Context: an optimization exercise on an open-source flow, tuned for small area, a short achievable clock period and few clock cycles. The choices shown serve that exercise and are no tape-out recipe. Function was checked by simulation only, so behaviour that the tests miss may differ from the original. Power is estimated from default activity; no workload was simulated.

### flow/design.v
module ofdmtx_enc (
    input  wire        clk,
    input  wire        rst,
    input  wire        start_valid,
    output wire        start_ready,
    input  wire [7:0]  cfg_rb,      
    input  wire [11:0] cfg_len,     
    input  wire [6:0]  cfg_seed,    
    input  wire        in_valid,
    output wire        in_ready,
    input  wire [7:0]  in_data,
    output wire        out_valid,
    input  wire        out_ready,
    output wire [5:0]  out_data,
    output wire        out_last,
    output wire        out_err
);
    function [2:0] cost;
        input [1:0] code;
        case (code)
            2'd0: cost = 3'd1;
            2'd1: cost = 3'd2;
            2'd2: cost = 3'd4;
            default: cost = 3'd6;
        endcase
    endfunction
    localparam [1:0] F_IDLE = 2'd0, F_DEC = 2'd1, F_FILL = 2'd2, F_ERR = 2'd3;
    reg [1:0]   fstate;
    reg [7:0]   f_rb;
    reg [11:0]  f_rem;       
    reg [6:0]   scr;         
    reg [1:0]   f_svc;       
    reg         f_tdone;     
    reg         f_first;     
    reg [4:0]   f_row;       
    reg [4:0]   f_ncm1;      
    reg         f_s2, f_s3;  
    reg [5:0]   hist;        
    reg         full;        
    reg         full_last;   
    reg         full_err;    
    reg         sr_q;        
    reg         bv;
    reg [7:0]   bd;
    reg         ir_q;        
    reg [149:0] R;
    reg         r_act, r_err, r_last, r_s2, r_s3;
    reg [7:0]   r_rb;
    reg [4:0]   r_ncol;
    reg [3:0]   r_c;         
    reg [1:0]   r_cm3;       
    reg [4:0]   r_q;         
    reg [4:0]   r_rem;       
    reg [1:0]   r_blk;
    reg [3:0]   r_sc;
    reg         o_v, o_last, o_err;
    reg [5:0]   o_d;
    reg         k_v, k_last, k_err;
    reg [5:0]   k_d;
    assign start_ready = sr_q;
    assign in_ready    = ir_q;
    assign out_valid   = o_v;
    assign out_data    = o_d;
    assign out_last    = o_last;
    assign out_err     = o_err;
    reg [7:0] scr_bits;
    reg [6:0] scr8;
    integer k;
    always @* begin
        scr8 = scr;
        for (k = 0; k < 8; k = k + 1) begin
            scr_bits[k] = scr8[6] ^ scr8[3];
            scr8 = {scr8[5:0], scr8[6] ^ scr8[3]};
        end
    end
    wire row_svc  = (f_svc != 2'd0);
    wire rem_zero = (f_rem == 12'd0);
    wire row_pay  = !row_svc && !rem_zero;
    wire row_tail = !row_svc && rem_zero && !f_tdone;
    wire [7:0] wbyte = row_tail ? {scr_bits[7:6], 6'd0} :
                       row_pay  ? (scr_bits ^ bd) : scr_bits;
    wire row_lastc = (f_row == f_ncm1);
    wire chase_ok = !r_act || r_err ||
                    ((r_c == 4'd15) && ({1'b0, r_q} >= {1'b0, f_row} + 6'd2 + {5'd0, r_s2}));
    wire wr = (fstate == F_FILL) && !full && chase_ok && (!row_pay || bv);
    wire pop = wr && row_pay;
    wire [4:0] g_total = {2'b00, cost(f_rb[1:0])} + {2'b00, cost(f_rb[3:2])}
                       + {2'b00, cost(f_rb[5:4])} + {2'b00, cost(f_rb[7:6])};
    wire g_ok = (g_total == 5'd4) || (g_total == 5'd8) || (g_total == 5'd12) ||
                (g_total == 5'd16) || (g_total == 5'd24);
    reg [4:0] g_ncm1;
    always @* begin
        case (g_total)
            5'd4:    g_ncm1 = 5'd2;
            5'd8:    g_ncm1 = 5'd5;
            5'd12:   g_ncm1 = 5'd8;
            5'd16:   g_ncm1 = 5'd11;
            default: g_ncm1 = 5'd17;
        endcase
    end
    reg [17:0] A, B, A2;
    integer r;
    always @* begin
        for (r = 0; r < 18; r = r + 1) begin
            A[r]  = R[8*r+6] ^ R[8*r+4] ^ R[8*r+3] ^ R[8*r+1] ^ R[8*r];
            B[r]  = R[8*r+6] ^ R[8*r+5] ^ R[8*r+4] ^ R[8*r+3] ^ R[8*r];
            A2[r] = R[8*r+7] ^ R[8*r+5] ^ R[8*r+4] ^ R[8*r+2] ^ R[8*r+1];
        end
    end
    wire [17:0] V = r_c[0] ? B  : A;     
    wire [17:0] N = r_c[0] ? A2 : B;     
    wire [1:0]  ncm3 = (r_cm3 == 2'd2) ? 2'd0 : r_cm3 + 2'd1;
    reg [17:0] Vp, Np;
    integer g;
    always @* begin
        Vp = V;
        Np = N;
        if (r_s2) begin
            for (g = 0; g < 9; g = g + 1) begin
                if (r_c[0]) begin
                    Vp[2*g] = V[2*g+1]; Vp[2*g+1] = V[2*g];
                end else begin
                    Np[2*g] = N[2*g+1]; Np[2*g+1] = N[2*g];
                end
            end
        end
        if (r_s3) begin
            for (g = 0; g < 6; g = g + 1) begin
                case (r_cm3)
                    2'd1: begin Vp[3*g] = V[3*g+1]; Vp[3*g+1] = V[3*g+2]; Vp[3*g+2] = V[3*g]; end
                    2'd2: begin Vp[3*g] = V[3*g+2]; Vp[3*g+1] = V[3*g]; Vp[3*g+2] = V[3*g+1]; end
                    default: ;
                endcase
                case (ncm3)
                    2'd1: begin Np[3*g] = N[3*g+1]; Np[3*g+1] = N[3*g+2]; Np[3*g+2] = N[3*g]; end
                    2'd2: begin Np[3*g] = N[3*g+2]; Np[3*g+1] = N[3*g]; Np[3*g+2] = N[3*g+1]; end
                    default: ;
                endcase
            end
        end
    end
    wire [2:0] depth = cost(r_rb[2*r_blk +: 2]);
    wire [23:0] Vx = {6'd0, Vp};
    reg [5:0] beat_d;
    integer i;
    always @* begin
        for (i = 0; i < 6; i = i + 1) begin
            if (i >= depth)
                beat_d[i] = 1'b0;
            else if (i < r_rem)
                beat_d[i] = Vx[r_q + i];
            else
                beat_d[i] = Np[i - r_rem];
        end
    end
    wire sym_end   = (r_blk == 2'd3) && (r_sc == 4'd11);
    wire beat_last = r_err || (r_last && sym_end);
    wire xcol     = ({2'b00, depth} >= r_rem);
    wire produce   = r_act && !k_v;
    wire done      = produce && (r_err || sym_end);
    wire pickup    = full && (!r_act || done);
    wire shift     = produce && !r_err && xcol && r_c[0] && (r_c != 4'd15);
    reg [1:0] fstate_n;
    reg       full_n, bv_n;
    always @* begin
        fstate_n = fstate;
        full_n   = full;
        case (fstate)
            F_IDLE: if (start_valid && sr_q) fstate_n = F_DEC;
            F_DEC:  fstate_n = g_ok ? F_FILL : F_ERR;
            F_FILL: if (wr && row_lastc) begin
                full_n = 1'b1;
                if (f_tdone || row_tail) fstate_n = F_IDLE;
            end
            default: if (!full) begin
                full_n   = 1'b1;
                fstate_n = F_IDLE;
            end
        endcase
        if (pickup) full_n = 1'b0;
        bv_n = (bv && !pop) || (in_valid && ir_q);
    end
    wire        r_act_n  = pickup || (r_act && !done);
    wire        r_err_n  = pickup ? full_err : r_err;
    wire        r_s2_n   = pickup ? f_s2 : r_s2;
    wire [4:0]  r_rem_d  = r_rem - {2'b00, depth};
    wire [4:0]  r_qx     = {2'b00, depth} - r_rem;
    wire [4:0]  r_q_n    = pickup ? 5'd0 : (!produce || r_err) ? r_q :
                           xcol ? r_qx : r_q + {2'b00, depth};
    wire [3:0]  r_c_n    = pickup ? 4'd0 : (produce && !r_err && xcol) ? r_c + 4'd1 : r_c;
    wire [4:0]  f_row_n  = (fstate == F_DEC) ? 5'd0 : (wr ? (row_lastc ? 5'd0 : f_row + 5'd1) : f_row);
    wire        f_svc_nz = (fstate == F_DEC) ? 1'b1 : (wr && row_svc) ? (f_svc != 2'd1) : row_svc;
    wire        f_rem_nz = (fstate == F_DEC) ? 1'b1 : (pop ? (f_rem != 12'd1) : !rem_zero);
    wire        pay_n    = !f_svc_nz && f_rem_nz;
    wire        chase_n  = !r_act_n || r_err_n ||
                           ((r_c_n == 4'd15) && ({1'b0, r_q_n} >= {1'b0, f_row_n} + 6'd2 + {5'd0, r_s2_n}));
    wire        sure_pop_n = (fstate_n == F_FILL) && (fstate == F_FILL || fstate == F_DEC) &&
                             !full_n && chase_n && pay_n;
    always @(posedge clk) begin
        if (rst) begin
            fstate <= F_IDLE;
            full   <= 1'b0;
            sr_q   <= 1'b1;
            bv     <= 1'b0;
            ir_q   <= 1'b1;
            r_act  <= 1'b0;
            o_v    <= 1'b0;
            k_v    <= 1'b0;
        end else begin
            fstate <= fstate_n;
            full   <= full_n;
            sr_q   <= (fstate_n == F_IDLE) && !full_n;
            bv     <= bv_n;
            ir_q   <= !bv_n || sure_pop_n;
            r_act  <= r_act_n;
            if (!o_v || out_ready) begin
                if (k_v) begin
                    o_v <= 1'b1;
                    k_v <= 1'b0;
                end else begin
                    o_v <= produce;
                end
            end else if (produce) begin
                k_v <= 1'b1;
            end
        end
        if (!o_v || out_ready) begin
            if (k_v) begin
                o_d <= k_d; o_last <= k_last; o_err <= k_err;
            end else begin
                o_d <= beat_d & {6{!r_err}}; o_last <= beat_last; o_err <= r_err;
            end
        end
        if (produce) begin
            k_d <= beat_d & {6{!r_err}}; k_last <= beat_last; k_err <= r_err;
        end
        if (in_valid && ir_q) bd <= in_data;
        if (start_valid && sr_q && fstate == F_IDLE) begin
            f_rb  <= cfg_rb;
            f_rem <= cfg_len;
            scr   <= cfg_seed;
        end
        if (fstate == F_DEC) begin
            f_ncm1  <= g_ncm1;
            f_s2    <= (g_total == 5'd16);
            f_s3    <= (g_total == 5'd24);
            f_svc   <= 2'd2;
            f_tdone <= 1'b0;
            f_first <= 1'b1;
            f_row   <= 5'd0;
            full_err <= !g_ok;
            full_last <= 1'b1;
        end
        if (wr) begin
            scr <= scr8;
            if (row_svc) f_svc <= f_svc - 2'd1;
            if (row_pay) f_rem <= f_rem - 12'd1;
            if (row_tail) f_tdone <= 1'b1;
            if (row_lastc) begin
                f_row     <= 5'd0;
                f_first   <= 1'b0;
                hist      <= wbyte[7:2];
                full_last <= f_tdone || row_tail;
            end else begin
                f_row <= f_row + 5'd1;
            end
        end
        if (shift) begin
            R <= {1'b0, R[149:1]};
        end else if (wr) begin
            R[6 + 8*f_row +: 8] <= wbyte;
            if (f_row == 5'd0)
                R[5:0] <= f_first ? 6'd0 : hist;
        end
        if (pickup) begin
            r_err  <= full_err;
            r_last <= full_last;
            r_rb   <= f_rb;
            r_ncol <= f_ncm1 + 5'd1;
            r_s2   <= f_s2;
            r_s3   <= f_s3;
            r_c    <= 4'd0;
            r_cm3  <= 2'd0;
            r_q    <= 5'd0;
            r_rem  <= f_ncm1 + 5'd1;
            r_blk  <= 2'd0;
            r_sc   <= 4'd0;
        end else if (produce && !r_err) begin
            if (xcol) begin
                r_c   <= r_c + 4'd1;
                r_cm3 <= ncm3;
                r_q   <= r_qx;
                r_rem <= r_ncol - r_qx;
            end else begin
                r_q   <= r_q + {2'b00, depth};
                r_rem <= r_rem_d;
            end
            if (r_sc == 4'd11) begin
                r_sc  <= 4'd0;
                r_blk <= r_blk + 2'd1;
            end else begin
                r_sc <= r_sc + 4'd1;
            end
        end
    end
endmodule
### flow/run.sh
#!/bin/bash
# synth_recipe.tcl (not shown) runs the flow's synth.tcl, then flattens the netlist and writes it again
# the make line also repeats each setting of config.mk as NAME=value (left out here)
make -C /OpenROAD-flow-scripts/flow DESIGN_CONFIG=/design/flow/config.mk WORK_HOME=/design/flow/orfs CLKGATE_MAP_FILE= SYNTH_SCRIPT=/design/flow/synth_recipe.tcl finish
### flow/config.mk
export PLATFORM = sky130hd
export DESIGN_NAME = ofdmtx_enc
export DESIGN_NICKNAME = ofdmtx_enc
export VERILOG_FILES = /design/flow/design.v
export SDC_FILE = /design/flow/constraint.sdc
export NUM_CORES = 4
export LEC_CHECK = 0
export CAP_MARGIN = 20
export CORE_MARGIN = 2
export CORE_UTILIZATION = 40
export SLEW_MARGIN = 20
### flow/constraint.sdc
create_clock -name core_clock -period 20.0 [get_ports {clk}]
set_input_delay 4.0000 -clock core_clock [delete_from_list [all_inputs] [get_ports {clk}]]
set_output_delay 4.0000 -clock core_clock [all_outputs]
set_load 0.01 [all_outputs]
==> notes.md <==
* Adder-Cell Fraction of Synth Area at 4.987%
* Critical path class: reg2reg
* # setup viols final at 0
* Fin Hold WS at 416.1 ps
* Syn nets at 2,176
* Worst slew pin tran at 1207 ps
* Synth Area in XOR/XNOR at 13.04%
* Async SR Flop Fraction at 0%
* Non-filler cells, final at 2,750
* Vias per cell at 6.055
* Setup TNS at 0 ps
* Area of the multi-input gates at 0.01139 mm^2
* Mapped Cells at 2,063
* Final net count at 2,175
* Fill cells at 4,637
* Mux share of post-synthesis cell area at 3.838%
* Fin crit period at 5610 ps
* Wire length per cell at 22.19 um
* Largest net degree at the start of global routing at 107
* Placed Area at 0.02093 mm^2
* Root buf cell: clkbuf_16
* Status: no timing/DRC/antenna violations
* Peak VDD IR at 0.1173 mV
* Starting Density at 40.49%
* Row count at 81
* Routed WL at 61,020 um
* Port bufs at 50
* First drt pass iteration count at 5
* Antenna violations before repair at 0
* Final max-slew violation count at 0
* Layout overhead on the synthesized area at 11.05%
* Final Power at 3.779 mW
* Pleak at 8.263 nW
* PwrDens at 171.7 mW/mm^2
* Core Box Area at 0.04895 mm^2
* Most frequent cells after synthesis: 367 x nor2_1, 227 x edfxtp_1, 170 x nand2_1, 133 x a221oi_1, 99 x xnor2_1
* RePlAce Congestion at 0.9196
* CTS tree: yes
* Sequential Area at 0.007741 mm^2
* First-pass GRT wire length at 93,960 um
* Worst-path maximum fanout at 76
* Most frequent cell after synthesis: nor2_1
* CTS hold repair buffers at 0
* Clock buffer depth at 3
* CTS Buf Count at 34
* Die X at 226.6 um
* Top routing layer used: met4
* Non-Filler Cell Area, Final at 0.02201 mm^2
* Final worst slack at 14,390 ps
* Achievable frequency at 178.3 MHz
* Sink Count at 273
* Arrival time worst endpoint at 5760 ps
* Vias in the first global route at 15,922
* Max cap viols at 0
* Worst hold path type: reg2reg
* Worst-Skew Late Latency at 550 ps
* DP Worst Slack at 14,210 ps
* Number of synthesis warnings at 1
* Synth area leaders: edfxtp_1 34%, nor2_1 6.9%, a221oi_1 5.9%, xnor3_1 5.7%, dfxtp_1 4.6%
* RSZ-0062 raised after global routing: false
* Syn Area/Cell at 9.608 um^2
* Largest family of logic cells by synthesized area: compound AO/OA/AOI/OAI gates
* Crit start category: flop
* IO Pins at 51
* GRT Util Overall at 23.65%
* DRC at 0
* Final clock skew at 23.38 ps
* Max H-tree Level at 2
* Clock transition at the registers of the reported paths at 60 ps
* Crit. End Element: flop
* Compound-Gate Fraction of Synth Area at 19.04%
* Antenna-violating nets left at 0
* Total grt overflow at 0
* DP Cell Count at 2,688
* Final Cycle Share at 28.05%
* Fraction of layout cells with a size suffix above 1 at 6.232%
* Synth Cell Area at 0.01982 mm^2
* Hold Violations, Final at 0
* Inserted Diodes at 0
* Util after Layout at 44.97%
* Sequential-to-total area share from yosys stat at 39.04%
* Top_reg_cell synth: edfxtp_1
* Routed wire length on met2 at 28,110 um
* CTS resizes at 0
* Post-synth EDFFs at 227
* Via count at 16,650
* Synth cell types at 88
* Met3 WL at 4726 um
* Die height at 226.6 um
* Slew margin rel. at 19.25%
* Top cell type's share of synthesized area at 34.39%
* Dpl hpwl at 42,880 um
* Post-CTS Setup Inserts at 0
* CP required at 20,150 ps
* Met1 WL at 25,560 um
* Leading area contributor after synthesis: edfxtp_1
* Die area at 0.05135 mm^2
* Simple-gate share of the synthesized area at 16.25%
* Flops & latches, synth at 273
* Initial drt markers at 2,029
## worst max-delay path: stages (launching register included)
cell and delay [ps]:
dfxtp_1 430, mux4_2 640, nor2_1 350, inv_1 90
ha_1 220, nor2b_1 120, o21a_1 150, o31ai_1 80
buf_4 220, nor2_1 500, ha_1 350, nand2_4 260
nand2_4 810, buf_4 950
## state kept, by name (all words and copies together), names as in the netlist, 4 cells and up
| name | cells |
|---|---|
| r_rb | 8 |
| hist | 6 |
| o_d | 6 |
| scr | 7 |
| r_q | 5 |
| f_ncm1 | 5 |
| f_rem | 12 |
| f_row | 5 |
| r_ncol | 5 |
| k_d | 6 |
| bd | 8 |
| f_rb | 8 |
| r_sc | 4 |
| R | 150 |
| r_c | 4 |
| r_rem | 5 |
## cells by family (layout without fill, tap and decap cells)
family	Yosys count	count (layout)
buffers and inverters	193	216
muxes	67	67
DFF	273	273
and+or+nand+nor	745	745
AOI/OAI and AO/OA	511	511
xor gates and xnor gates	201	201
adders and majority gates	73	73
## cell type report
class,instances,share of cell area (%)
clock buffers,48,4.394
clock inverters,12,0.2672
inverters,77,1.313
multi-input cells,1597,51.73
flip-flops and latches,273,35.17
well taps,664,3.774
repair buffers,79,3.354
## path summary, 6_finish.rpt
path | depth (start not counted) | to | from | slack (ps)
hold reg to reg | 0 | r_s3 | f_s3 | 420
setup reg to reg | 13 | R[33] | r_blk[0] | 14390
hold / removal | 0 | r_s3 | f_s3 | 420
setup / recovery | 13 | R[33] | r_blk[0] | 14390
## layer usage
metal,GRT usage [%],vias up
li1,-,7704
met5,0,-
met4,9.593,0
met3,4.263,156
met1,31.43,8067
met2,38.12,723
## placed cells by master (no fill, tap or decap), types with 16 or more instances in the layout
cell               n
nor2b_1           18
a32oi_1           32
clkbuf_16         37
o21ai_0           85
nor3_1            49
nand2b_1          16
edfxtp_1         227
mux2i_1           49
clkdlybuf4s50_1   50
dfxtp_1           45
inv_1             72
nand2_1          168
nand3_1           47
a221oi_1         133
xnor2_1           99
buf_4             28
nor2_1           364
ha_1              63
a21oi_1           80
xnor3_1           50
xor2_1            40
## report_power, final
part           switching (mW)  internal [mW]
Combinational            1.38          0.811
Clock                   0.248          0.337
Sequential              0.179          0.821
Testbench counts, summed over its fixed seeds: cycles 75,208.

## what the ideal ports hide
The flow's constraints put no driver on any port. The routed layout listed below was extracted and timed again, unchanged, in two steps. Step 1 assumes that a clkbuf_16 drives the clock port and a buf_2 every other input. Step 2 times the ports against the registers' clock, not the clock port: input delays grow and output delays shrink by t, the midpoint of the rising clock arrivals with the driver on. a / b / c = no drivers / after step 1 / after step 2; a / b = the first two.
t (ns): 0.595
slack for setup (ns): 14.390 / 14.390 / 14.166
hold slack, ns: 0.416 / 0.416 / 0.416
worst setup path at the end: input to register
clock arrival spread, ns: 0.023 / 0.023
After both steps this run still meets setup and hold. For this run, drivers alone change the setup slack by 0.000 ns; drivers and shift together by -0.224 ns.
